This is an optimization exercise on Yosys and OpenROAD, whose aim is small area, not a production implementation. The RTL was checked by simulation tests, not by an equivalence proof against the original design. Power figures rest on the tool's default switching activity, not on a simulated workload.

==> design/flow/design.v <==
module pisb_sense (
    input  wire        clk,
    input  wire        rst,
    input  wire        start,
    input  wire [11:0] raw,
    output wire        ready,
    output wire        done,
    output wire [31:0] v,
    output reg  [31:0] rawc,
    output reg  [31:0] filtc,
    output wire [31:0] filtf,
    output wire        led,
    output reg  [5:0]  cursor,
    output reg         filled
);
    localparam [27:0] Y_C    = 28'h0D33333 << 3;   
    localparam [27:0] Y_V0   = 28'h0A05BC0 << 3;   
    localparam [27:0] Y_V01  = 28'h0502DE0 << 3;   
    localparam [27:0] Y_V02  = 28'h02816F0 << 3;   
    localparam [27:0] Y_S    = 28'h089A027 << 3;   
    localparam [27:0] Y_5    = 28'h0A00000 << 3;   
    localparam [4:0] S_IDLE  = 5'd0,
                     S_WAITQ = 5'd1,
                     S_MUL0  = 5'd2,
                     S_MUL   = 5'd3,
                     S_NR    = 5'd4,
                     S_OVF   = 5'd5,
                     S_ALV   = 5'd6,
                     S_NEG   = 5'd7,
                     S_DIV   = 5'd8,
                     S_QLD   = 5'd9,
                     S_ADD0  = 5'd10,
                     S_ALN   = 5'd11,
                     S_STORE = 5'd12,
                     S_FC0   = 5'd13,
                     S_FC1   = 5'd14,
                     S_FCST  = 5'd15,
                     S_X90   = 5'd16,
                     S_DONE  = 5'd17,
                     S_PARK  = 5'd18,
                     S_VW    = 5'd19;
    localparam [2:0] G_V   = 3'd0,    
                     G_D   = 3'd1,    
                     G_Q   = 3'd2,    
                     G_S   = 3'd3,    
                     G_FC  = 3'd4,    
                     G_X9  = 3'd5,    
                     G_F5  = 3'd6,    
                     G_F32 = 3'd7;    
    localparam [3:0] Y_ZERO = 4'd0,
                     Y_MULS = 4'd1,
                     Y_V0S  = 4'd2,
                     Y_DVS  = 4'd3,
                     Y_B    = 4'd4,
                     Y_RND  = 4'd5;
    reg [4:0]  state;
    reg [2:0]  stage;
    reg [5:0]  ph;
    reg [479:0] ring;
    reg [11:0] rq;
    reg        rqv;
    reg [5:0]  idx;
    reg        loopph, fen;
    reg        sF;
    reg [27:0] A;
    reg [26:0] B;
    reg [7:0]  E;
    reg        sA;
    reg        F;
    reg [7:0]  K;
    assign ready = (state == S_IDLE) && (ph == cursor);
    assign done  = (state == S_DONE);
    wire accept = start && ready && !rst;
    always @(posedge clk)
        ring <= {ring[467:0], accept ? raw : ring[479:468]};
    wire [11:0] head = ring[479:468];
    always @(posedge clk) begin
        if (rst) ph <= 6'd0;
        else     ph <= (ph == 6'd39) ? 6'd0 : ph + 6'd1;
    end
    wire [5:0] cnt      = filled ? 6'd40 : cursor;
    wire [5:0] idx_inc  = idx + 6'd1;
    wire [5:0] cur_cmp  = (cursor == 6'd0) ? 6'd40 : cursor;
    wire       is_new   = (idx == cur_cmp);
    wire       is_last  = (idx == cnt);
    wire [5:0] cur_m1   = (cursor == 6'd0) ? 6'd39 : cursor - 6'd1;
    wire       fetch    = fen && !rqv && (ph == idx) && (state != S_MUL);
    wire       valid    = filled || (cursor != 6'd0);
    reg  [5:0] cnt_n;
    reg  [2:0] cnt_bl;
    always @* begin
        if (cnt[5])      begin cnt_n = cnt;               cnt_bl = 3'd6; end
        else if (cnt[4]) begin cnt_n = {cnt[4:0], 1'b0};  cnt_bl = 3'd5; end
        else if (cnt[3]) begin cnt_n = {cnt[3:0], 2'b0};  cnt_bl = 3'd4; end
        else if (cnt[2]) begin cnt_n = {cnt[2:0], 3'b0};  cnt_bl = 3'd3; end
        else if (cnt[1]) begin cnt_n = {cnt[1:0], 4'b0};  cnt_bl = 3'd2; end
        else             begin cnt_n = {cnt[0],   5'b0};  cnt_bl = 3'd1; end
    end
    wire       sel32 = (stage == G_F32);
    wire [7:0] ea    = sel32 ? 8'd132 : filtc[30:23];
    wire       sB    = sel32 ? 1'b0 : filtc[31];
    wire       accnz = (filtc[30:23] != 8'd0);
    wire [26:0] bload = sel32 ? {1'b1, 26'd0} : {accnz, filtc[22:0], 3'b000};
    wire       Az    = (A == 28'd0);
    wire [31:0] pack = {sA, E, A[25:3]};
    assign v     = valid ? {1'b0, E, A[25:3]} : 32'd0;
    assign filtf = valid ? {sF, K, B[25:3]} : 32'h42000000;
    wire   lt40  = filtc[31] || (filtc[30:23] < 8'd132) ||
                   ((filtc[30:23] == 8'd132) && (filtc[22:21] == 2'b00));
    assign led   = valid && lt40;
    reg        enA, invA, invY;
    reg [3:0]  ysel;
    reg [1:0]  amode;       
    reg        qdiv;        
    reg        aclr;        
    reg [2:0]  bmode;       
    reg [1:0]  ebase;       
    reg [7:0]  xe;
    reg        ecin;
    reg        eload, kload;
    reg [1:0]  kmode;       
    reg [4:0]  nstate;
    reg [2:0]  nstage;
    reg        sA_n, F_n;
    wire       inc = A[2] & (A[3] | A[1] | A[0] | F);
    reg  [27:0] yv;
    always @* begin
        case (ysel)
            Y_MULS: yv = rq[0] ? ((stage == G_X9) ? {1'b0, B} : Y_C) : 28'd0;
            Y_V0S:  yv = (E == 8'd126) ? ~Y_V0 : (E == 8'd127) ? ~Y_V01 : ~Y_V02;
            Y_DVS:  yv = (stage == G_Q)  ? ~Y_S :
                         (stage == G_FC) ? {1'b1, ~cnt_n, {21{1'b1}}} : ~Y_5;
            Y_B:    yv = {invY, B ^ {27{invY}}};
            Y_RND:  yv = {24'd0, inc, 3'd0};
            default: yv = 28'd0;
        endcase
    end
    wire [27:0] xa  = (enA ? A : 28'd0) ^ {28{invA}};
    wire [27:0] yx  = yv;
    wire [28:0] sum = {1'b0, xa} + {1'b0, yx} + {28'd0, invA | invY};
    wire        cout = sum[28];
    reg  [27:0] An;
    always @* begin
        case (amode)
            2'd1:    An = {sum[28], sum[27:2], sum[1] | sum[0]};
            2'd2:    An = {(qdiv && cout) ? sum[26:0] : A[26:0], 1'b0};
            default: An = sum[27:0];
        endcase
        if (aclr) An[2:0] = 3'd0;
    end
    wire [7:0] ebv  = (ebase == 2'd1) ? ea : (ebase == 2'd2) ? 8'd0 : E;
    wire [7:0] eadd = ebv + xe + {7'd0, ecin};
    wire       effsub = sA ^ sB;
    wire       lz     = K[2];            
    task after_round;
        begin
            case (stage)
                G_V:  nstate = loopph ? S_ALV : S_DONE;
                G_D:  begin nstate = S_DIV;  nstage = G_Q; kmode = 2'd1; end
                G_Q:  begin nstate = S_ADD0; nstage = G_S; end
                G_S:  nstate = S_STORE;
                G_FC: nstate = S_FCST;
                G_X9: begin nstate = S_DIV;  nstage = G_F5; kmode = 2'd1; end
                G_F5: begin nstate = S_ADD0; nstage = G_F32; end
                default: nstate = S_PARK;
            endcase
        end
    endtask
    task norm_round;
        begin
            if (A[27]) begin
                amode = 2'd1; xe = 8'd1;
            end else if (A[26] || Az) begin
                ysel = Y_RND; aclr = 1'b1; F_n = 1'b0;
                if (Az) begin sA_n = 1'b0; ebase = 2'd2; end
                if (sum[27]) nstate = S_OVF;
                else after_round;
            end else begin
                amode = 2'd2; xe = 8'hFF;
            end
        end
    endtask
    always @* begin
        enA = 1'b1; invA = 1'b0; invY = 1'b0; ysel = Y_ZERO;
        amode = 2'd0; qdiv = 1'b0; aclr = 1'b0; bmode = 3'd0;
        ebase = 2'd0; xe = 8'd0; ecin = 1'b0; eload = 1'b1; kload = 1'b0;
        kmode = 2'd0; nstate = state; nstage = stage; sA_n = sA; F_n = F;
        case (state)
            S_IDLE: begin
                if (accept) begin
                    ebase = 2'd2; xe = 8'd116;
                    nstate = S_WAITQ; nstage = G_V;
                end
            end
            S_WAITQ: begin
                ebase = 2'd2; xe = 8'd116;
                if (rqv) nstate = S_MUL0;
            end
            S_MUL0: begin
                enA = 1'b0; ysel = Y_MULS; amode = 2'd1; xe = 8'd1;
                F_n = 1'b0;
                if (stage != G_X9) sA_n = 1'b0;
                nstate = S_MUL;
            end
            S_MUL: begin
                if (rq != 12'd0) begin
                    ysel = Y_MULS; amode = 2'd1; xe = 8'd1;
                end else
                    norm_round;
            end
            S_NR:  norm_round;
            S_OVF: begin
                amode = 2'd1; xe = 8'd1;
                after_round;
            end
            S_ALV: begin
                if (E < 8'd126) begin
                    if (Az) begin
                        ebase = 2'd2; xe = 8'd126;
                    end else begin
                        amode = 2'd1; xe = 8'd1;
                    end
                end else begin
                    ysel = Y_V0S; invY = 1'b1; sA_n = 1'b0; nstage = G_D;
                    nstate = cout ? S_NR : S_NEG;
                end
            end
            S_NEG: begin
                invA = 1'b1; sA_n = ~sA; nstate = S_NR;
            end
            S_DIV: begin
                ysel = Y_DVS; invY = 1'b1; amode = 2'd2; qdiv = 1'b1;
                bmode = 3'd2; kmode = 2'd2;
                if (K >= 8'd26 && B[25]) nstate = S_QLD;
            end
            S_QLD: begin
                F_n = !Az; enA = 1'b0; ysel = Y_B;
                case (stage)
                    G_Q:     begin xe = lz ? 8'd8 : 8'd9; sA_n = ~sA; end
                    G_FC:    xe = lz ? 8'hFF : 8'd0;
                    default: xe = lz ? 8'hFD : 8'hFE;
                endcase
                nstate = S_NR;
            end
            S_ADD0: begin
                bmode = 3'd1;
                if (Az) begin
                    ebase = 2'd1; kmode = 2'd1;
                end else begin
                    xe = ~ea; ecin = 1'b1; eload = 1'b0; kload = 1'b1;
                end
                if (!sel32 && !accnz) nstate = S_STORE;
                else nstate = S_ALN;
            end
            S_ALN: begin
                if (!K[7] && K != 8'd0 && B[26:1] != 26'd0) begin
                    bmode = 3'd3; kmode = 2'd3;
                end else if (K[7]) begin
                    amode = 2'd1; xe = 8'd1; kmode = 2'd2;
                end else begin
                    ysel = Y_B; invY = effsub;
                    nstate = (effsub && !cout) ? S_NEG : S_NR;
                end
            end
            S_STORE: begin
                ebase = 2'd2; xe = 8'd116; nstage = G_V;
                if (is_last) nstate = S_FC0;
                else if (rqv) nstate = S_MUL0;
                else nstate = S_WAITQ;
            end
            S_FC0: begin
                bmode = 3'd1; sA_n = sB;
                ebase = 2'd1; xe = 8'd1 - {5'd0, cnt_bl};
                if (!accnz) begin
                    enA = 1'b0; sA_n = 1'b0; nstage = G_F32; nstate = S_ADD0;
                end else
                    nstate = S_FC1;
            end
            S_FC1: begin
                enA = 1'b0; ysel = Y_B; kmode = 2'd1; nstage = G_FC;
                nstate = S_DIV;
            end
            S_FCST: nstate = S_X90;
            S_X90: begin
                bmode = 3'd1; ebase = 2'd1; nstage = G_X9; nstate = S_MUL0;
            end
            S_PARK: begin
                bmode = 3'd4; eload = 1'b0; kload = 1'b1; nstate = S_VW;
                nstage = G_V;
            end
            S_VW: begin
                ebase = 2'd2; xe = 8'd116;
                if (rqv) nstate = S_MUL0;
            end
            S_DONE: nstate = S_IDLE;
            default: nstate = S_IDLE;
        endcase
    end
    always @(posedge clk) begin
        A  <= An;
        sA <= sA_n;
        F  <= F_n;
        if (eload) E <= eadd;
        if (kload) K <= eadd;
        else case (kmode)
            2'd1: K <= 8'd0;
            2'd2: K <= K + 8'd1;
            2'd3: K <= K - 8'd1;
            default: ;
        endcase
        case (bmode)
            3'd1: B <= bload;
            3'd2: B <= {B[25:0], cout};
            3'd3: B <= {1'b0, B[26:2], B[1] | B[0]};
            3'd4: B <= A[26:0];
            default: ;
        endcase
        if (state == S_PARK) sF <= sA;
        stage <= nstage;
        if (fetch)
            rq <= head;
        else if (state == S_X90)
            rq <= 12'd9;
        else if (state == S_MUL0 || (state == S_MUL && rq != 12'd0))
            rq <= {1'b0, rq[11:1]};
        if (accept) begin
            idx    <= 6'd0;
            loopph <= 1'b1;
            fen    <= 1'b1;
            rqv    <= 1'b0;
        end else begin
            if (fetch)
                rqv <= 1'b1;
            if (state == S_MUL0) begin
                rqv <= 1'b0;
                idx <= idx_inc;
            end
            if (state == S_STORE && is_last) begin
                loopph <= 1'b0;
                fen    <= 1'b0;
            end
            if ((stage == G_X9 && nstage == G_F5) || (state == S_FC0 && !accnz)) begin
                fen <= 1'b1;
                rqv <= 1'b0;
                idx <= cur_m1;
            end
        end
    end
    always @(posedge clk) begin
        if (rst) begin
            state  <= S_IDLE;
            rawc   <= 32'd0;
            filtc  <= 32'd0;
            cursor <= 6'd0;
            filled <= 1'b0;
        end else begin
            state <= nstate;
            if (accept) begin
                if (cursor == 6'd39) begin
                    cursor <= 6'd0;
                    filled <= 1'b1;
                end else
                    cursor <= cursor + 6'd1;
                filtc  <= 32'd0;
            end
            if (state == S_ADD0 && stage == G_S && is_new)
                rawc <= pack;
            if (state == S_STORE || state == S_FCST)
                filtc <= pack;
        end
    end
endmodule
==> design/flow/run.sh <==
#!/bin/bash
# synth_recipe.tcl (not shown) runs the flow's synth.tcl, then flattens the netlist and writes it again
# the make line also repeats each setting of config.mk as NAME=value (left out here)
make -C /OpenROAD-flow-scripts/flow DESIGN_CONFIG=/design/flow/config.mk WORK_HOME=/design/flow/orfs CLKGATE_MAP_FILE= SYNTH_SCRIPT=/design/flow/synth_recipe.tcl finish
==> design/flow/config.mk <==
export PLATFORM = sky130hd
export DESIGN_NAME = pisb_sense
export DESIGN_NICKNAME = pisb_sense
export VERILOG_FILES = /design/flow/design.v
export SDC_FILE = /design/flow/constraint.sdc
export NUM_CORES = 4
export LEC_CHECK = 0
export CAP_MARGIN = 20
export CORE_MARGIN = 2
export CORE_UTILIZATION = 70
export CTS_CLUSTER_DIAMETER = 100
export CTS_CLUSTER_SIZE = 25
export SLEW_MARGIN = 20
==> design/flow/constraint.sdc <==
create_clock -name core_clock -period 25.0 [get_ports {clk}]
set_input_delay 5.0000 -clock core_clock [delete_from_list [all_inputs] [get_ports {clk}]]
set_output_delay 5.0000 -clock core_clock [all_outputs]
set_load 0.01 [all_outputs]
==> results.txt, run 1 <==
* Status: no timing/DRC/antenna violations
* Setup bufs post-CTS at 0
* Fmax at between 100 and 150 MHz
* Initial antenna violation count at 0
* Full die area at approximately 34,000 µm²
* EDFF count, synth at 58
* Yosys warning total at 1
* Row cnt at 66
* Slew margin rel. at 0.246
* Diode count at 0
* Total Routed Length at about 67,000 µm
* Vias post-DR at 17.8k
* Clock latency on the worst-skew pair at ~0.63 ns
* Post-synthesis xor/xnor area fraction at 0.0353
* Main combinational cell family by area after synthesis: simple AND/OR/NAND/NOR gates
* Share of layout cells above drive strength 1 at 0.0579
* Clk pwr share at 0.169
* Port bufs at 151
* Via density at ~6.6
* Post-CTS Hold Buffers at 0
* Mean Syn Cell Area at about 11 µm²
* Core ar. at 32,500 µm²
* Worst vdd ir at a little under 0.1 mV
* Critical Path AT at between 9 and 10 ns
* Critical setup path kind: reg -> reg
* Slowest stage cell, crit path: dfxtp_1
* First-pass GRT wire length at 100,000 µm
* TritonCTS Buffers at 30
* Count leader, synth: dfxtp_1
* Root Driver: clkbuf_16
* Initial DRC Count at 2,814
* Complex-gate fraction of the synthesized area at 0.125
* Synth cell count leaders: dfxtp_1, nand2_1, nor2_1, a21oi_1, clkbuf_1
* Routability cong. at 1.04
* # H-tree levels at 1
* Vias in the first global route at approximately 17k
* Slowest Stage Delay on Critical Path at around 0.84 ns
* Synth-to-layout area growth at 11.8%
* Final HPWL DP at between 40,000 and 50,000 µm
* CTS max path bufs at 3
* Internal cell power at roughly 2 mW
* Clk slew on worst S/H paths at about 0.10 ns
* Setup TNS at 0 ns
* Synthesized net count at about 2.2k
* Seq pwr share at 0.438
* Max-slew violations at 0
* Reg-to-reg setup timing slack at 15.90 ns
* Post-route ant nets at 0
* Worst Setup End Kind: flip-flop
* Seq/Total Area, Yosys at 0.599
* Total congestion overflow at 0
* Worst path required time at approximately 25 ns
* CP Launch Type: flip-flop
* TritonCTS Sinks at 660
* FF+latch count, synth at 660
* Max cap viols at 0
* Final period util at 0.364
* Ys flop type: dfxtp_1
* Final hold violations at 0
* Switching Fraction at 0.401
* Router iterations before antenna repair at 10
* CTS tree: built
* Static Leak at approximately 10 nW
* Wire per inst at 24.5 µm
* Setup-failing EPs final at 0
* Area leader, netlist: dfxtp_1
* Power per cell area at roughly 130 nW/µm²
* Area share of the largest cell type after synthesis at 0.523
* Overall Global Routing Usage at 0.382
* I/O pins at 153
* Multiplexer share of the synthesized area at 0.0386
* P_sw at 1.31 mW
* # resized after CTS at 0
* Count of different cell masters after synthesis at between 80 and 90
* Die width at about 190 µm
* Simple-Gate Fraction of Synth Area at 0.142
* Top cells by area, synth: dfxtp_1, edfxtp_1, nand2_1, ha_1, xnor2_1
* Hold crit path type: reg -> reg
* Post-Syn Area at approximately 23,000 µm²
* Worst Clk Skew at roughly 0.026 ns
* Adder-cell share of the synthesized area at 0.0342
* Post-Syn Instances at between 2k and 2.5k
* Largest net degree at the start of global routing at 76
* Worst Max-Slew Pin Slew at ~1.1 ns
* Comb power frac at 0.393
* Initial Utilization at 0.710
* Layout Nets at 2,344
* Number of fill cells at ~1.9k
* Minimum clock period at 9.10 ns
* Worst hold slack at roughly 0.32 ns
* Asr flop ratio synth at 0
* Crit Path Max Fanout at 28
* Vert. Die Dim at approximately 190 µm
* Unrepaired setup endpoints after global routing: no
* Post-route DRC at 0
[cells in the final DEF, fill, tap and decap left out, types with 9 or more instances in the layout]
| cell type | n |
|---|---|
| o21ai_0 | 74 |
| dfxtp_1 | 602 |
| nand4_1 | 15 |
| xnor2_1 | 76 |
| or2_2 | 13 |
| edfxtp_1 | 58 |
| inv_1 | 50 |
| buf_4 | 21 |
| a21oi_1 | 125 |
| and2_1 | 11 |
| a21o_1 | 15 |
| o31ai_1 | 9 |
| o21bai_1 | 11 |
| and3_1 | 10 |
| nand2_1 | 226 |
| mux2_2 | 38 |
| nand3_1 | 72 |
| nor2b_1 | 74 |
| mux2i_1 | 39 |
| a211oi_1 | 12 |
| o211ai_1 | 27 |
| xor2_1 | 17 |
| a31oi_1 | 13 |
| nor2_1 | 160 |
| clkbuf_16 | 30 |
| or4_1 | 9 |
| ha_1 | 54 |
| a221oi_1 | 19 |
| nor3_1 | 40 |
| nor4_1 | 19 |
| clkdlybuf4s50_1 | 150 |
| nand2b_1 | 10 |
| a222oi_1 | 27 |
[metrics by stage]
stage	std cells	total power [mW]	utilization	instance area [µm²]	setup slack [ns]
2_1_floorplan	2173	2.22	-	23000	16.97
3_3_place_gp	2678	2.58	0.767	24900	15.87
3_5_place_dp	2678	2.65	0.767	24900	15.82
4_1_cts	2719	3.20	0.793	25700	16.20
5_1_grt	2720	3.38	0.794	25800	15.48
6_report	2720	3.26	0.794	25800	15.90
[power by group through the flow]
stage | sequential, mW | clock [mW] | combinational [mW]
6_report | 1.43 | 0.549 | 1.28
5_1_grt | 1.43 | 0.580 | 1.37
4_1_cts | 1.41 | 0.546 | 1.24
3_5_place_dp | 1.43 | 0 | 1.22
3_3_place_gp | 1.42 | 0 | 1.15
2_1_floorplan | 1.34 | 0 | 0.885
[critical path, delay by kind of cell (launching register included)]
| family | cells | cell delay, ns |
|---|---|---|
| AO/OA/AOI/OAI | 14 | 2.98 |
| XOR/XNOR | 2 | 0.52 |
| adder cells (fa/ha/maj) | 3 | 1.03 |
| buffers and inverters | 2 | 0.70 |
| flip-flops | 1 | 0.84 |
| multiplexers | 2 | 0.60 |
| AND/OR/NAND/NOR | 6 | 2.16 |
[worst paths after layout]
kind,cells past startpoint,startpoint,end
hold reg to reg,0,ring[292],ring[304]
hold / removal,0,ring[292],ring[304]
setup reg to reg,29,state[0],K[7]
setup / recovery,29,state[0],K[7]
[per-layer routing]
metal	part of all wire	GRT usage
met2	0.47	0.639
met1	0.36	0.481
met4	0.059	0.187
met3	0.11	0.0665
met5	0	0
[cell type report]
cell class                 instances  area, µm²  share of cell area
clock inverter                     2       46.3             0.00180
multi-input combinational       1352       8690               0.337
inverter                          52        195             0.00758
timing repair buffer             173       1690              0.0657
clock buffer                      39        795              0.0308
sequential                       660      13800               0.535
tap                              442        553              0.0215
[registers in the layout, indices dropped and copies added (netlist names), 3 cells and up]
signal	cells
K	8
ring	480
ph	6
A	28
cursor	6
E	8
rq	12
filtc	32
idx	6
stage	3
B	27
state	5
rawc	32
[cell families after synthesis]
group | after synthesis
and+or+nand+nor | 693
DFF | 660
AOI/OAI and AO/OA | 423
buffers and inverters | 161
xor gates and xnor gates | 93
muxes | 82
adders and majority gates | 60
other | 1
==> inputs of run 2 (changes only) <==
--- a/design/flow/design.v
+++ b/design/flow/design.v
@@ -116,7 +116,6 @@
     reg [2:0]  bmode;       
     reg [1:0]  ebase;       
     reg [7:0]  xe;
-    reg        ecin;
     reg        eload, kload;
     reg [1:0]  kmode;       
     reg [4:0]  nstate;
@@ -149,7 +148,7 @@
         if (aclr) An[2:0] = 3'd0;
     end
     wire [7:0] ebv  = (ebase == 2'd1) ? ea : (ebase == 2'd2) ? 8'd0 : E;
-    wire [7:0] eadd = ebv + xe + {7'd0, ecin};
+    wire [7:0] eadd = ebv + xe;
     wire       effsub = sA ^ sB;
     wire       lz     = K[2];            
     task after_round;
@@ -183,7 +182,7 @@
     always @* begin
         enA = 1'b1; invA = 1'b0; invY = 1'b0; ysel = Y_ZERO;
         amode = 2'd0; qdiv = 1'b0; aclr = 1'b0; bmode = 3'd0;
-        ebase = 2'd0; xe = 8'd0; ecin = 1'b0; eload = 1'b1; kload = 1'b0;
+        ebase = 2'd0; xe = 8'd0; eload = 1'b1; kload = 1'b0;
         kmode = 2'd0; nstate = state; nstage = stage; sA_n = sA; F_n = F;
         case (state)
             S_IDLE: begin
@@ -244,18 +243,14 @@
             end
             S_ADD0: begin
                 bmode = 3'd1;
-                if (Az) begin
-                    ebase = 2'd1; kmode = 2'd1;
-                end else begin
-                    xe = ~ea; ecin = 1'b1; eload = 1'b0; kload = 1'b1;
-                end
+                xe = ~ea; eload = 1'b0; kload = 1'b1;
                 if (!sel32 && !accnz) nstate = S_STORE;
                 else nstate = S_ALN;
             end
             S_ALN: begin
-                if (!K[7] && K != 8'd0 && B[26:1] != 26'd0) begin
+                if (!K[7] && B[26:1] != 26'd0) begin
                     bmode = 3'd3; kmode = 2'd3;
-                end else if (K[7]) begin
+                end else if (K[7] && K != 8'hFF) begin
                     amode = 2'd1; xe = 8'd1; kmode = 2'd2;
                 end else begin
                     ysel = Y_B; invY = effsub;
@@ -272,6 +267,7 @@
                 bmode = 3'd1; sA_n = sB;
                 ebase = 2'd1; xe = 8'd1 - {5'd0, cnt_bl};
                 if (!accnz) begin
+                    ebase = 2'd2; xe = 8'd132;
                     enA = 1'b0; sA_n = 1'b0; nstage = G_F32; nstate = S_ADD0;
                 end else
                     nstate = S_FC1;
@@ -349,7 +345,7 @@
     always @(posedge clk) begin
         if (rst) begin
             state  <= S_IDLE;
-            rawc   <= 32'd0;
+            rawc <= 32'd0;
             filtc  <= 32'd0;
             cursor <= 6'd0;
             filled <= 1'b0;
==> design/flow/flow/run.sh (new file) <==
#!/bin/bash
# Layout flow: the standard ORFS flow (standard.sh) unchanged, except that
# the input and output ports are buffered with the smallest buffer cell
# (sky130_fd_sc_hd__buf_1) instead of the cell buffer_ports picks by default.
# The make output goes to standard_flow.log; each ORFS step keeps its own
# log under orfs/logs/.
set -euo pipefail
cd "$(dirname "$0")/.."
export BUFFER_PORTS_ARGS="-buffer_cell sky130_fd_sc_hd__buf_1"
bash standard.sh finish > standard_flow.log 2>&1
==> design/flow/standard.sh (new file) <==
#!/bin/bash
# synth_recipe.tcl (not shown) runs the flow's synth.tcl, then flattens the netlist and writes it again
# the make line also repeats each setting of config.mk as NAME=value (left out here)
make -C /OpenROAD-flow-scripts/flow DESIGN_CONFIG=/design/flow/config.mk WORK_HOME=/design/flow/orfs CLKGATE_MAP_FILE= SYNTH_SCRIPT=/design/flow/synth_recipe.tcl "${@:-finish}"
--- a/design/flow/config.mk
+++ b/design/flow/config.mk
@@ -8,6 +8,6 @@
 export CAP_MARGIN = 20
 export CORE_MARGIN = 2
 export CORE_UTILIZATION = 70
-export CTS_CLUSTER_DIAMETER = 100
-export CTS_CLUSTER_SIZE = 25
+export CTS_CLUSTER_DIAMETER = 80
+export CTS_CLUSTER_SIZE = 22
 export SLEW_MARGIN = 20
removed: design/flow/run.sh
==> run 2 against run 1 <==
Compared with the run above:
- critical path type unchanged
- worst setup slack improved by 0.64 ns
- clock skew decreased by 0.0018 ns
- via count decreased by 2.6%
- still clean
- highest routed layer is now met5
- largest power group unchanged
- fmax increased by 7.6%
- first-iteration DRC count decreased by 12%
==> results.txt, run 2 <==
* Asr flop ratio synth at 0 (unchanged)
* Root Driver: clkbuf_16
* Post-route ant nets at 0 (unchanged)
* Seq/Total Area, Yosys at 0.602 (+0.00350)
* TritonCTS Sinks at 660 (unchanged)
* Clk slew on worst S/H paths at 0.09 ns (about the same)
* Most used cell, CP: a21oi_1
* Hold depth at 0 (unchanged)
* Ys flop type: dfxtp_1
* Slowest stage cell, crit path: dfxtp_1
* Worst vdd ir at 0.0917 mV (-4.6%)
* Routability cong. at 0.957 (-8.3%)
* FF+latch count, synth at 660 (unchanged)
* Static Leak at 9.88 nW (-3.9%)
* Storage element area at 13,800 µm² (unchanged)
* Top cells by area, synth: dfxtp_1, edfxtp_1, nand2_1, nor2_1, ha_1
* CTS max path bufs at 3 (unchanged)
* Full die area at 34,200 µm² (-0.57%)
* Inst Count DP at 2,679 (+0.037%)
* Largest register FFs at 480 (unchanged)
* Crit Path Max Fanout at 28 (unchanged)
* Reg-to-reg setup timing slack at 16.54 ns (+0.64 ns)
* EDFF count, synth at 58 (unchanged)
* Status: no timing/DRC/antenna violations
* Power per cell area at 144 nW/µm² (+14%)
* Slew margin rel. at 0.248 (+0.00170)
* Biggest registers after layout: ring: 480 flops, filtc: 32 flops, rawc: 32 flops
* Total Routed Length at 65,800 µm (-1.1%)
* Area leader, netlist: dfxtp_1
* Layout Nets at 2,350 (+0.26%)
* Clock latency on the worst-skew pair at 0.57 ns (-0.06 ns)
* Count leader, synth: dfxtp_1
* Max-slew violations at 0 (unchanged)
* Reg-to-reg critical path endpoint: K[7]
* Reg2Reg Depth at 34 (+17%)
* FF-to-FF Start: state[1]
* Most frequent cells in the layout: dfxtp_1, nand2_1, nor2_1
* # resized after CTS at 0 (unchanged)
* Commonest non-fill, non-tap cell in the layout: dfxtp_1
* # H-tree levels at 2 (+1)
* Post-route DRC at 0 (unchanged)
* Router iterations before antenna repair at 11 (+1)
* Count of different cell masters after synthesis at 89 (+9.9%)
* Overall Global Routing Usage at 0.386 (+0.00371)
* Hold crit path type: reg -> reg
* Total congestion overflow at 0 (unchanged)
* Slowest Stage Delay on Critical Path at 0.78 ns (-0.06 ns)
* First-pass GRT wire length at 100,000 µm (+0.14%)
* Vias post-DR at 17.4k (-2.6%)
* Port bufs at 151 (unchanged)
* Worst path required time at 25.32 ns (-0.06 ns)
* I/O pins at 153 (unchanged)
* Worst Clk Skew at 0.0244 ns (-0.00180 ns)
* Vias in the first global route at 16.9k (-2.6%)
* Hold Crit Endpoint: ring[156]
* Worst Max-Slew Pin Slew at 1.13 ns (+0.000183 ns)
* CTS tree: built
* Setup TNS at 0 ns (unchanged)
* Final std cells w/o fill at 2,739 (+0.70%)
* Yosys warning total at 1 (unchanged)
* Initial Utilization at 0.708 (-0.00232)
* Row cnt at 66 (unchanged)
* Wire per inst at 24.0 µm (-1.8%)
* Critical setup path kind: reg -> reg
* Mean Syn Cell Area at 10.6 µm² (-0.40%)
* Worst hold start: ring[144]
* Via density at 6.34 (-3.3%)
* Worst Setup End Kind: flip-flop
* Synthesized net count at 2,242 (-0.27%)
* Final HPWL DP at 42,600 µm (-6.6%)
* Die width at 185 µm (-0.28%)
* Max cap viols at 0 (unchanged)
* Initial DRC Count at 2,466 (-12%)
* Setup bufs post-CTS at 0 (unchanged)
* Post-CTS Hold Buffers at 0 (unchanged)
* Final period util at 0.338 (-0.0256)
* Post-Syn Instances at 2,169 (-0.18%)
* Core ar. at 32,400 µm² (-0.25%)
* CP Launch Type: flip-flop
* Largest net degree at the start of global routing at 81 (+6.6%)
* Synth cell count leaders: dfxtp_1, nand2_1, nor2_1, a21oi_1, clkbuf_1
* Fmax at 118 MHz (+7.6%)
* Biggest register: ring
* TritonCTS Buffers at 37 (+23%)
* Number of fill cells at 2,039 (+9.3%)
* Area share of the largest cell type after synthesis at 0.526 (+0.00306)
* Unrepaired setup endpoints after global routing: no
* Share of layout cells above drive strength 1 at 0.0580 (about the same)
* Area occupied by multi-input gates at 8500 µm² (-2.2%)
* Synth-to-layout area growth at 8.90%
* Final hold violations at 0 (unchanged)
* Worst hold slack at 0.320 ns (-0.00176 ns)
* Minimum clock period at 8.46 ns (-0.639 ns)
* Setup-failing EPs final at 0 (unchanged)
* Post-Syn Area at 22,900 µm² (-0.58%)
* Vert. Die Dim at 185 µm (-0.28%)
* Initial antenna violation count at 2 (+2)
* Critical Path AT at 8.78 ns (-0.69 ns)
==> run 2: logic make-up (layout without fill, tap and decap cells) <==
group,count (synthesis),in the layout,synth area share
XOR/XNOR,100,100,0.0382
flip-flops,660,660,0.602
other,1,3,0.000164
AO/OA/AOI/OAI,407,407,0.122
adder cells (fa/ha/maj),58,58,0.0330
multiplexers,66,66,0.0304
AND/OR/NAND/NOR,714,714,0.145
buffers and inverters,163,289,0.0290
==> run 2: final cells by class <==
type,instances,share of cell area
Clock inverter,7,0.00431
Clock buffer,50,0.0412
Inverter,58,0.00873
Antenna cell,2,0.000201
Timing Repair Buffer,174,0.0298
Tap cell,442,0.0222
Multi-Input combinational cell,1346,0.341
Sequential cell,660,0.553
==> run 2: layer usage <==
metal | vias up | share of wire | GRT usage
li1 | 7757 | - | -
met1 | 8250 | 0.38 | 0.489
met2 | 1098 | 0.48 | 0.637
met3 | 256 | 0.095 | 0.0838
met4 | 4 | 0.050 | 0.174
met5 | - | 0.00035 | 0
==> run 2: critical path: cells and delay by family (launching register included) <==
kind | cells | cell delay [ns]
AOI/OAI and AO/OA | 13 | 2.44
xor gates and xnor gates | 1 | 0.24
adders and majority gates | 3 | 1.24
buffers and inverters | 3 | 0.73
DFF | 1 | 0.78
and+or+nand+nor | 14 | 2.74
==> run 2: power breakdown <==
part / internal [mW] / leakage [nW] / switching (mW)
Combinational: 0.471 / 3.84 / 0.859
Sequential: 1.37 / 5.48 / 0.225
Clock: 0.306 / 0.552 / 0.347
==> run 2: how the worst max path moves through the flow <==
stage	slack (ns)	depth (start not counted)	start	end
final	16.54	34	state[1]	K[7]
after global routing	16.01	34	state[1]	K[7]
after CTS	16.61	34	state[1]	K[7]
after detailed placement	16.67	15	rst	K[7]
after global placement	16.79	15	rst	K[7]
after floorplan	17.17	16	rst	K[7]
==> run 2: per-stage QoR <==
| step | setup WS [ns] | utilization | power, mW | area (µm²) |
|---|---|---|---|---|
| after floorplan | 17.17 | - | 2.45 | 22900 |
| after global placement | 16.79 | 0.735 | 2.80 | 23800 |
| after detailed placement | 16.67 | 0.735 | 2.87 | 23800 |
| after CTS | 16.61 | 0.770 | 3.54 | 24900 |
| after global routing | 16.01 | 0.771 | 3.74 | 24900 |
| final | 16.54 | 0.771 | 3.58 | 25000 |
==> inputs of run 3 (changes only) <==
==> design/flow/flow/run.sh (replaced) <==
#!/bin/bash
# Layout flow: the standard ORFS flow (standard.sh) with two changes.
#  1. Synthesis maps the logic with an area-oriented ABC script
#     (flow/abc_area.script).  ORFS's scripts folder is copied and only its
#     abc_speed.script is replaced; the yosys passes, the registers, the
#     flattening and renaming of synth_recipe.tcl stay as they are, and all
#     later steps run the same ORFS scripts.
#  2. Input and output ports are buffered with the smallest buffer cell
#     (sky130_fd_sc_hd__buf_1).
# The make output goes to layout.log; each ORFS step keeps its own log
# under orfs/logs/.
set -euo pipefail
cd "$(dirname "$0")/.."
WORK="$PWD"
rm -rf "$WORK/scripts_area"
cp -r "$FLOW_HOME/scripts" "$WORK/scripts_area"
cp "$WORK/flow/abc_area.script" "$WORK/scripts_area/abc_speed.script"
export BUFFER_PORTS_ARGS="-buffer_cell sky130_fd_sc_hd__buf_1"
bash standard.sh SCRIPTS_DIR="$WORK/scripts_area" "${1:-finish}" > layout.log 2>&1
==> design/flow/flow/abc_area.script (new file) <==
&get -n
&st
&dch
&nf -a -R 1000
&st
&syn2
&if -g -K 6
&synch2
&nf -a -R 1000
&st
&dch -f
&nf -a -R 1000
&st
&syn2
&dch -f
&nf -a -R 1000
&st
&dch -f
&nf -a -R 1000
&st
&syn4
&dch -f
&nf -a -R 1000
&st
&syn4
&dch -f
&nf -a -R 1000
&st
&syn4
&dch -f
&nf -a -R 1000
&put
==> run 3 against run 2 <==
Compared with the run above:
- register-to-register slack got worse by 3.2 ns
- largest power group unchanged
- fmax fell by 27%
- combinational power fell by 75%
- die area fell by 8.6%
- largest cell class unchanged
- critical endpoint unchanged
==> results.txt, run 3 <==
* Setup-failing EPs final at 0 (unchanged)
* Hold crit path type: reg -> reg
* Router iterations before antenna repair at 14 (+3)
* Metal-1 WL at 22,600 µm (-8.8%)
* Total Routed Length at 63,300 µm (-3.9%)
* WP buf/inv at 2 (-1)
* Critical Path AT at 11.90 ns (+3.12 ns)
* Post-Syn Instances at 1,784 (-18%)
* Clock latency on the worst-skew pair at 0.58 ns (about the same)
* Power per cell area at 97.9 nW/µm² (-32%)
* Via density at 6.76 (+6.7%)
* First-pass GRT wire length at 94,600 µm (-5.8%)
* FF+latch count, synth at 660 (unchanged)
* Worst hold slack at 0.314 ns (-0.00620 ns)
* Count of different cell masters after synthesis at 57 (-36%)
* Post-Syn Area at 20,900 µm² (-8.8%)
* Synth-to-layout area growth at 11.2%
* Initial DRC Count at 2,848 (+15%)
* Seq/Total Area, Yosys at 0.660 (+0.0581)
* Slew margin rel. at 0.248 (+0.000446)
* Vias post-DR at 16.2k (-6.7%)
* I/O pins at 153 (unchanged)
* # H-tree levels at 2 (unchanged)
* Initial antenna violation count at 2 (unchanged)
* Max cap viols at 0 (unchanged)
* Clk slew on worst S/H paths at 0.10 ns (about the same)
* Ys flop type: dfxtp_1
* Post-route ant nets at 0 (unchanged)
* Share of layout cells above drive strength 1 at 0.0359 (-0.0220)
* Slowest stage cell, crit path: a211oi_1
* Most used cell, CP: a21oi_1
* Storage element area at 13,800 µm² (unchanged)
* Row cnt at 63 (-4.5%)
* Unrepaired setup endpoints after global routing: no
* DR WL met2 at 28,700 µm (-9.1%)
* Top cells by area, synth: dfxtp_1, edfxtp_1, a22o_1, nand2_1, ha_1
* Commonest non-fill, non-tap cell in the layout: dfxtp_1
* Biggest register: ring
* Static Leak at 9.25 nW (-6.4%)
* Area occupied by multi-input gates at 6980 µm² (-18%)
* Root Driver: clkbuf_16
* Diode count at 0 (-2)
* Critical setup path kind: reg -> reg
* Worst Max-Slew Pin Slew at 1.12 ns (-0.0110 ns)
* Most frequent cells in the layout: dfxtp_1, nand2_1, buf_1
* Top Layer Used: met5
* Pre-CTS WS at 13.86 ns (-2.81 ns)
* Slowest Stage Delay on Critical Path at 0.58 ns (-0.20 ns)
* Wire per inst at 26.4 µm (+9.9%)
* Full die area at 31,200 µm² (-8.6%)
* Minimum clock period at 11.62 ns (+3.16 ns)
* Area leader, netlist: dfxtp_1
* Post-CTS Hold Buffers at 0 (unchanged)
* # resized after CTS at 0 (unchanged)
* Fmax at 86.1 MHz (-27%)
* Worst Setup End Kind: flip-flop
* Worst vdd ir at 0.0907 mV (-1.1%)
* Status: no timing/DRC/antenna violations
* Post-route DRC at 0 (unchanged)
* Setup TNS at 0 ns (unchanged)
* Setup bufs post-CTS at 0 (unchanged)
* Mean Syn Cell Area at 11.7 µm² (+11%)
* Post-route setup slack at 13.38 ns (-3.16 ns)
* TritonCTS Sinks at 660 (unchanged)
* Overall Global Routing Usage at 0.401 (+0.0150)
* Final Core Density at 0.788 (+0.0171)
* CTS max path bufs at 3 (unchanged)
* Vias in the first global route at 15.5k (-8.3%)
* Synth cell count leaders: dfxtp_1, nand2_1, nor2_1, a21oi_1, a22o_1
* Reg-to-reg setup timing slack at 13.38 ns (-3.16 ns)
* Crit Path Max Fanout at 12 (-57%)
* Met3 WL post-DR at 7480 µm (+20%)
* CTS tree: built
* Biggest registers after layout: ring: 480 flops, filtc: 32 flops, rawc: 32 flops
* Die width at 177 µm (-4.4%)
* Area share of the largest cell type after synthesis at 0.577 (+0.0508)
* Number of fill cells at 1,595 (-22%)
* TritonCTS Buffers at 37 (unchanged)
* Worst Clk Skew at 0.0280 ns (+0.00360 ns)
* Count leader, synth: dfxtp_1
* CP delay by family, top: compound AO/OA/AOI/OAI gates
* Initial Utilization at 0.709 (+0.000934)
* Routability cong. at 0.957 (about the same)
* Asr flop ratio synth at 0 (unchanged)
* Yosys warning total at 1 (unchanged)
* Vert. Die Dim at 177 µm (-4.4%)
* Layout Nets at 2,064 (-12%)
* Largest net degree at the start of global routing at 59 (-27%)
* Port bufs at 151 (unchanged)
* Final hold violations at 0 (unchanged)
* Synthesized net count at 1,857 (-17%)
* Final HPWL DP at 39,400 µm (-7.3%)
* CP Launch Type: flip-flop
* EDFF count, synth at 58 (unchanged)
* Total congestion overflow at 0 (unchanged)
* Core ar. at 29,500 µm² (-8.9%)
* Max-slew violations at 0 (unchanged)
* Largest register FFs at 480 (unchanged)
* Final period util at 0.465 (+0.126)
* Worst path required time at 25.28 ns (-0.04 ns)
[run 3: cell count changes after synthesis, sizes merged, moves of 27 or more]
cell / delta
nor2b: -54
clkinv: +38
mux2i: -41
and2: +58
inv: -55
nor2: -51
nand3: -52
nand2: -59
clkbuf: -85
o21ai: -27
a22o: +75
[run 3: cell families after synthesis]
kind of cell | share of synthesized area
flip-flops | 0.660
XOR/XNOR | 0.0298
AO/OA/AOI/OAI | 0.138
adder cells (fa/ha/maj) | 0.0362
buffers and inverters | 0.00773
other | 0.000179
AND/OR/NAND/NOR | 0.120
multiplexers | 0.00790
[run 3: report_power, final]
group	total, mW	switching [mW]	leakage, nW	internal (mW)
clock	0.652	0.358	0.536	0.293
combinational	0.338	0.222	3.34	0.115
sequential	1.28	0.106	5.37	1.18
[run 3: final timing paths]
kind	startpoint	end	cells past startpoint
max	B[1]	K[7]	44
min	ring[213]	ring[225]	0
max reg2reg	B[1]	K[7]	44
min reg2reg	ring[213]	ring[225]	0
[run 3: through the flow]
stage	cells	power, mW	cell area (µm²)
finish	2395	2.27	23200
global placement	2342	1.57	22100
CTS	2395	2.25	23200
global route	2395	2.32	23200
floorplan	1784	1.46	20900
detailed placement	2342	1.60	22100
[run 3: area by class of cell]
| cell class | instances | share of cell area |
|---|---|---|
| flip-flops and latches | 660 | 0.594 |
| multi-input cells | 1082 | 0.300 |
| clock buffers | 48 | 0.0435 |
| inverters | 41 | 0.00663 |
| clock inverters | 5 | 0.00442 |
| well taps | 390 | 0.0210 |
| repair buffers | 169 | 0.0302 |
[run 3: layer usage]
layer	track usage	vias to the layer above
met5	0.00962	-
met4	0.211	6
met3	0.0956	419
met2	0.641	1443
met1	0.508	7517
li1	-	6814
==> inputs of run 4 (changes only) <==
--- a/design/flow/design.v
+++ b/design/flow/design.v
@@ -6,7 +6,7 @@
     output wire        ready,
     output wire        done,
     output wire [31:0] v,
-    output reg  [31:0] rawc,
+    output wire [31:0] rawc,
     output reg  [31:0] filtc,
     output wire [31:0] filtf,
     output wire        led,
@@ -60,7 +60,7 @@
     reg [11:0] rq;
     reg        rqv;
     reg [5:0]  idx;
-    reg        loopph, fen;
+    reg        loopph, fen, vfetch;
     reg        sF;
     reg [27:0] A;
     reg [26:0] B;
@@ -68,23 +68,61 @@
     reg        sA;
     reg        F;
     reg [7:0]  K;
+    reg [28:0] rawc_r;
+    function [7:0] add8(input [7:0] a, input [7:0] b);
+        integer i;
+        reg c;
+        begin
+            c = 1'b0;
+            for (i = 0; i < 8; i = i + 1) begin
+                add8[i] = a[i] ^ b[i] ^ c;
+                c = (a[i] & b[i]) | (c & (a[i] ^ b[i]));
+            end
+        end
+    endfunction
+    function [7:0] inc8(input [7:0] a);
+        integer i;
+        reg c;
+        begin
+            c = 1'b1;
+            for (i = 0; i < 8; i = i + 1) begin
+                inc8[i] = a[i] ^ c;
+                c = c & a[i];
+            end
+        end
+    endfunction
+    function [7:0] dec8(input [7:0] a);
+        integer i;
+        reg b;
+        begin
+            b = 1'b1;
+            for (i = 0; i < 8; i = i + 1) begin
+                dec8[i] = a[i] ^ b;
+                b = b & ~a[i];
+            end
+        end
+    endfunction
     assign ready = (state == S_IDLE) && (ph == cursor);
     assign done  = (state == S_DONE);
     wire accept = start && ready && !rst;
     always @(posedge clk)
         ring <= {ring[467:0], accept ? raw : ring[479:468]};
     wire [11:0] head = ring[479:468];
+    wire [7:0] ph_inc = inc8({2'b0, ph});
+    wire [5:0] ph_nxt = (ph == 6'd39) ? 6'd0 : ph_inc[5:0];
     always @(posedge clk) begin
         if (rst) ph <= 6'd0;
-        else     ph <= (ph == 6'd39) ? 6'd0 : ph + 6'd1;
+        else     ph <= ph_nxt;
     end
     wire [5:0] cnt      = filled ? 6'd40 : cursor;
-    wire [5:0] idx_inc  = idx + 6'd1;
+    wire [7:0] idx_i8   = inc8({2'b0, idx});
+    wire [5:0] idx_inc  = idx_i8[5:0];
+    wire [7:0] cur_i8   = inc8({2'b0, cursor});
     wire [5:0] cur_cmp  = (cursor == 6'd0) ? 6'd40 : cursor;
     wire       is_new   = (idx == cur_cmp);
     wire       is_last  = (idx == cnt);
-    wire [5:0] cur_m1   = (cursor == 6'd0) ? 6'd39 : cursor - 6'd1;
-    wire       fetch    = fen && !rqv && (ph == idx) && (state != S_MUL);
+    wire       ph_hit   = vfetch ? (ph_nxt == cursor) : (ph == idx);
+    wire       fetch    = fen && !rqv && ph_hit && (state != S_MUL);
     wire       valid    = filled || (cursor != 6'd0);
     reg  [5:0] cnt_n;
     reg  [2:0] cnt_bl;
@@ -105,7 +143,8 @@
     wire [31:0] pack = {sA, E, A[25:3]};
     assign v     = valid ? {1'b0, E, A[25:3]} : 32'd0;
     assign filtf = valid ? {sF, K, B[25:3]} : 32'h42000000;
-    wire   lt40  = filtc[31] || (filtc[30:23] < 8'd132) ||
+    assign rawc  = {rawc_r[28:27], {3{valid & ~rawc_r[27]}}, rawc_r[26:0]};
+    wire   lt40  = filtc[31] || !filtc[30] || (filtc[29:25] == 5'd0) ||
                    ((filtc[30:23] == 8'd132) && (filtc[22:21] == 2'b00));
     assign led   = valid && lt40;
     reg        enA, invA, invY;
@@ -136,7 +175,18 @@
     end
     wire [27:0] xa  = (enA ? A : 28'd0) ^ {28{invA}};
     wire [27:0] yx  = yv;
-    wire [28:0] sum = {1'b0, xa} + {1'b0, yx} + {28'd0, invA | invY};
+    wire [28:0] sum;
+    wire [28:0] rc;
+    assign rc[0] = invA | invY;
+    genvar gi;
+    generate
+        for (gi = 0; gi < 28; gi = gi + 1) begin : g_add
+            wire p = xa[gi] ^ yx[gi];
+            assign sum[gi]   = p ^ rc[gi];
+            assign rc[gi+1]  = (xa[gi] & yx[gi]) | (p & rc[gi]);
+        end
+    endgenerate
+    assign sum[28] = rc[28];
     wire        cout = sum[28];
     reg  [27:0] An;
     always @* begin
@@ -148,7 +198,7 @@
         if (aclr) An[2:0] = 3'd0;
     end
     wire [7:0] ebv  = (ebase == 2'd1) ? ea : (ebase == 2'd2) ? 8'd0 : E;
-    wire [7:0] eadd = ebv + xe;
+    wire [7:0] eadd = add8(ebv, xe);
     wire       effsub = sA ^ sB;
     wire       lz     = K[2];            
     task after_round;
@@ -213,7 +263,7 @@
                 after_round;
             end
             S_ALV: begin
-                if (E < 8'd126) begin
+                if (!(E[7] || (E[6:1] == 6'b111111))) begin    
                     if (Az) begin
                         ebase = 2'd2; xe = 8'd126;
                     end else begin
@@ -230,7 +280,7 @@
             S_DIV: begin
                 ysel = Y_DVS; invY = 1'b1; amode = 2'd2; qdiv = 1'b1;
                 bmode = 3'd2; kmode = 2'd2;
-                if (K >= 8'd26 && B[25]) nstate = S_QLD;
+                if (K[4] && K[3] && (K[2] || K[1]) && B[25]) nstate = S_QLD;
             end
             S_QLD: begin
                 F_n = !Az; enA = 1'b0; ysel = Y_B;
@@ -265,7 +315,8 @@
             end
             S_FC0: begin
                 bmode = 3'd1; sA_n = sB;
-                ebase = 2'd1; xe = 8'd1 - {5'd0, cnt_bl};
+                ebase = 2'd1;
+                xe = (cnt_bl == 3'd1) ? 8'd0 : {5'b11111, 3'd1 - cnt_bl};    
                 if (!accnz) begin
                     ebase = 2'd2; xe = 8'd132;
                     enA = 1'b0; sA_n = 1'b0; nstage = G_F32; nstate = S_ADD0;
@@ -300,8 +351,8 @@
         if (kload) K <= eadd;
         else case (kmode)
             2'd1: K <= 8'd0;
-            2'd2: K <= K + 8'd1;
-            2'd3: K <= K - 8'd1;
+            2'd2: K <= inc8(K);
+            2'd3: K <= dec8(K);
             default: ;
         endcase
         case (bmode)
@@ -323,6 +374,7 @@
             idx    <= 6'd0;
             loopph <= 1'b1;
             fen    <= 1'b1;
+            vfetch <= 1'b0;
             rqv    <= 1'b0;
         end else begin
             if (fetch)
@@ -336,16 +388,16 @@
                 fen    <= 1'b0;
             end
             if ((stage == G_X9 && nstage == G_F5) || (state == S_FC0 && !accnz)) begin
-                fen <= 1'b1;
-                rqv <= 1'b0;
-                idx <= cur_m1;
+                fen    <= 1'b1;
+                vfetch <= 1'b1;
+                rqv    <= 1'b0;
             end
         end
     end
     always @(posedge clk) begin
         if (rst) begin
             state  <= S_IDLE;
-            rawc <= 32'd0;
+            rawc_r <= 29'd0;
             filtc  <= 32'd0;
             cursor <= 6'd0;
             filled <= 1'b0;
@@ -356,11 +408,11 @@
                     cursor <= 6'd0;
                     filled <= 1'b1;
                 end else
-                    cursor <= cursor + 6'd1;
+                    cursor <= cur_i8[5:0];
                 filtc  <= 32'd0;
             end
             if (state == S_ADD0 && stage == G_S && is_new)
-                rawc <= pack;
+                rawc_r <= {pack[31:30], pack[26:0]};
             if (state == S_STORE || state == S_FCST)
                 filtc <= pack;
         end
==> design/flow/flow/abc_area.script (replaced) <==
&get -n
&st
&dch
&nf -a -p -C 32 -F 8 -A 8 -R 1000
&st
&syn2
&if -g -K 6
&synch2
&nf -a -p -C 32 -F 8 -A 8 -R 1000
&st
&dch -f
&nf -a -p -C 32 -F 8 -A 8 -R 1000
&st
&syn2
&dch -f
&nf -a -p -C 32 -F 8 -A 8 -R 1000
&st
&dch -f
&nf -a -p -C 32 -F 8 -A 8 -R 1000
&st
&syn4
&dch -f
&nf -a -p -C 32 -F 8 -A 8 -R 1000
&st
&syn4
&dch -f
&nf -a -p -C 32 -F 8 -A 8 -R 1000
&st
&syn4
&dch -f
&nf -a -p -C 32 -F 8 -A 8 -R 1000
&put
==> run 4 against run 3 <==
Compared with the run above:
- sequential power is 3% higher
- sequential cell count is 2 lower
- synthesized cell count is 7.5% lower
- power is 7.1% higher
- via count is 9.1% lower
- non-clock buffer count is 6 higher
- largest cell class unchanged
==> results.txt, run 4 <==
* Status: no timing/DRC/antenna violations
* Worst Clk Skew at 0.0236 ns (-0.00440 ns)
* Post-Syn Instances at 1,650 (-7.5%)
* Core ar. at 28,500 µm² (-3.2%)
* Full die area at 30,200 µm² (-3.4%)
* Unrepaired setup endpoints after global routing: no
* Worst hold slack at 0.318 ns (+0.00421 ns)
* Count of different cell masters after synthesis at 59 (+3.5%)
* Routability cong. at 0.985 (+3.0%)
* First-pass GRT wire length at 86,900 µm (-8.2%)
* Die width at 174 µm (-1.7%)
* Post-Syn Area at 20,200 µm² (-3.4%)
* Post-route ant nets at 0 (unchanged)
* Synth-to-layout area growth at 11.4%
* Most used cell, CP: fa_1
* Largest register FFs at 480 (unchanged)
* Vias post-DR at 14.7k (-9.1%)
* Setup bufs post-CTS at 0 (unchanged)
* Synth cell count leaders: dfxtp_1, nand2_1, o21ai_0, nor2_1, a22o_1
* Static Leak at 8.89 nW (-4.0%)
* Met3 WL post-DR at 5850 µm (-22%)
* Initial Utilization at 0.707 (-0.00207)
* Largest net degree at the start of global routing at 64 (+8.5%)
* Most frequent cells in the layout: dfxtp_1, nand2_1, buf_1
* Slew margin rel. at 0.241 (-0.00727)
* EDFF count, synth at 58 (unchanged)
* Initial antenna violation count at 1 (-1)
* Layout Nets at 1,932 (-6.4%)
* Fmax at 52.5 MHz (-39%)
* Area share of the largest cell type after synthesis at 0.595 (+0.0186)
* Critical setup path kind: reg -> reg
* FF+latch count, synth at 658 (-0.30%)
* Vias in the first global route at 14.6k (-5.8%)
* Setup-failing EPs final at 0 (unchanged)
* Diode count at 0 (unchanged)
* # H-tree levels at 2 (unchanged)
* I/O pins at 153 (unchanged)
* Max-slew violations at 0 (unchanged)
* Worst Setup End Kind: flip-flop
* Seq/Total Area, Yosys at 0.682 (+0.0216)
* Clk slew on worst S/H paths at 0.09 ns (about the same)
* Slowest stage cell, crit path: or4_1
* Wire per inst at 25.0 µm (-5.5%)
* Reg-to-reg setup timing slack at 5.95 ns (-7.43 ns)
* Total congestion overflow at 0 (unchanged)
* CTS tree: built
* Metal-1 WL at 21,000 µm (-7.2%)
* Slowest Stage Delay on Critical Path at 0.57 ns (about the same)
* Power per cell area at 108 nW/µm² (+11%)
* Final hold violations at 0 (unchanged)
* Share of layout cells above drive strength 1 at 0.0410 (+0.00513)
* Biggest register: ring
* Asr flop ratio synth at 0 (unchanged)
* Commonest non-fill, non-tap cell in the layout: dfxtp_1
* Root Driver: clkbuf_16
* Critical Path AT at 19.32 ns (+7.42 ns)
* Worst vdd ir at 0.0764 mV (-16%)
* Count leader, synth: dfxtp_1
* TritonCTS Buffers at 36 (-2.7%)
* Yosys warning total at 1 (unchanged)
* DR WL met2 at 26,800 µm (-6.3%)
* Crit Path Max Fanout at 9 (-3)
* Synthesized net count at 1,722 (-7.3%)
* Overall Global Routing Usage at 0.372 (-0.0292)
* Row cnt at 62 (-1.6%)
* Biggest registers after layout: ring: 480 flops, filtc: 32 flops, rawc_r: 29 flops
* Max cap viols at 0 (unchanged)
* Final period util at 0.762 (+0.297)
* Initial DRC Count at 2,480 (-13%)
* Minimum clock period at 19.05 ns (+7.43 ns)
* Post-CTS Hold Buffers at 0 (unchanged)
* Top cells by area, synth: dfxtp_1, edfxtp_1, nand2_1, fa_1, a22o_1
* Top Layer Used: met5
* Vert. Die Dim at 174 µm (-1.7%)
* CTS max path bufs at 3 (unchanged)
* Port bufs at 151 (unchanged)
* # resized after CTS at 0 (unchanged)
* Hold crit path type: reg -> reg
* Clock latency on the worst-skew pair at 0.57 ns (about the same)
* Total Routed Length at 56,400 µm (-11%)
* CP Launch Type: flip-flop
* Final HPWL DP at 35,200 µm (-11%)
* TritonCTS Sinks at 658 (-0.30%)
* Ys flop type: dfxtp_1
* Worst path required time at 25.27 ns (about the same)
* Area leader, netlist: dfxtp_1
* Post-route setup slack at 5.95 ns (-7.43 ns)
* Mean Syn Cell Area at 12.2 µm² (+4.4%)
* Setup TNS at 0 ns (unchanged)
* Worst Max-Slew Pin Slew at 1.14 ns (+0.0212 ns)
* Post-route DRC at 0 (unchanged)
* Via density at 6.51 (-3.7%)
* Router iterations before antenna repair at 12 (-2)
* Pre-CTS WS at 6.16 ns (-7.70 ns)
==> run 4: changes by cell type in the layout (fill, tap and decap cells not counted), sizes merged, moves of 9 or more <==
| cell | before | now |
|---|---|---|
| ha | 54 | 23 |
| a21o | 20 | 7 |
| fa | 4 | 34 |
| nand2 | 181 | 216 |
| o211ai | 21 | 12 |
| xor2 | 29 | 15 |
| nand2b | 19 | 8 |
| a21oi | 105 | 48 |
| xnor2 | 42 | 12 |
| nor2 | 135 | 81 |
| o21bai | 15 | 0 |
| o21ai | 51 | 83 |
==> run 4: worst paths after layout <==
| check | startpoint | to | depth (start not counted) |
|---|---|---|---|
| hold reg to reg | ring[284] | ring[296] | 0 |
| setup reg to reg | B[20] | K[7] | 50 |
| hold / removal | ring[284] | ring[296] | 0 |
| setup / recovery | B[20] | K[7] | 50 |
==> run 4: stage by stage <==
stage / cell area (µm²) / utilization / total power [mW] / instances
5_1_grt: 22500 / 0.787 / 2.51 / 2260
6_report: 22500 / 0.787 / 2.43 / 2260
4_1_cts: 22500 / 0.787 / 2.42 / 2260
3_3_place_gp: 21400 / 0.751 / 1.76 / 2206
3_5_place_dp: 21400 / 0.751 / 1.79 / 2206
2_1_floorplan: 20200 / - / 1.59 / 1650
==> run 4: worst max-delay path, delay by kind of cell, from the launching register on <==
family          cells  cell delay [ns]
fa+ha+maj          29            13.34
simple gates       13             3.56
compound gates      6             1.20
flops               1             0.46
xor+xnor            1             0.14
buf+inv             1             0.08
==> run 4: area by class of cell <==
class / instances / area (µm²)
timing repair buffer: 175 / 747
inverter: 45 / 169
multi-input combinational: 944 / 6280
fill: 1642 / 6070
clock inverter: 5 / 80.1
tap: 384 / 480
sequential: 658 / 13800
clock buffer: 49 / 971
==> run 4: power breakdown <==
part           switching (mW)  leakage, nW  internal, mW
registers               0.117         5.39          1.20
clock network           0.345        0.504         0.279
logic                   0.318         2.99         0.176
==> run 4: kinds of logic (layout without fill, tap and decap cells) <==
group | Yosys count | count (layout) | share of synthesized area
AO/OA/AOI/OAI | 337 | 337 | 0.122
multiplexers | 16 | 16 | 0.00875
buffers and inverters | 48 | 274 | 0.00949
adder cells (fa/ha/maj) | 57 | 57 | 0.0480
other | 1 | 1 | 0.000186
AND/OR/NAND/NOR | 506 | 506 | 0.118
flip-flops | 658 | 658 | 0.682
XOR/XNOR | 27 | 27 | 0.0117
==> run 4: metal layers <==
layer | vias up | track usage
li1 | 6320 | -
met1 | 7004 | 0.481
met2 | 1144 | 0.618
met3 | 248 | 0.0721
met4 | 2 | 0.156
met5 | - | 0

port drivers added, routing unchanged:
How much do the figures lean on ideal ports? The routed layouts below were timed once more, with nothing changed but the port constraints. Step 1, drivers: a clkbuf_16 drives clk and a buf_2 each remaining input, both assumed. Step 2 also shifts input and output timing later by t, the mid clock arrival at the registers, as if the neighbouring blocks saw the same clock. a / b / c = ideal / step 1 / step 2; a / b = the first two.
run	shift t [ns]	slack for setup (ns)	worst setup path after step 2	latest minus earliest clock arrival (ns)	worst register clock-pin slew, ns
run 1	0.672	15.904 / 15.904 / 15.720	input to register	0.026 / 0.026	0.11 / 0.11
run 2	0.609	16.543 / 16.543 / 16.543	register to register	0.031 / 0.031	0.10 / 0.10
run 3	0.619	13.382 / 13.382 / 13.382	register to register	0.029 / 0.029	0.10 / 0.10
run 4	0.607	5.954 / 5.954 / 5.954	register to register	0.026 / 0.027	0.10 / 0.10
After both steps every run listed still meets setup and hold. For run 1, which loses most, drivers alone change the setup slack by 0.000 ns; drivers and shift together by -0.184 ns.
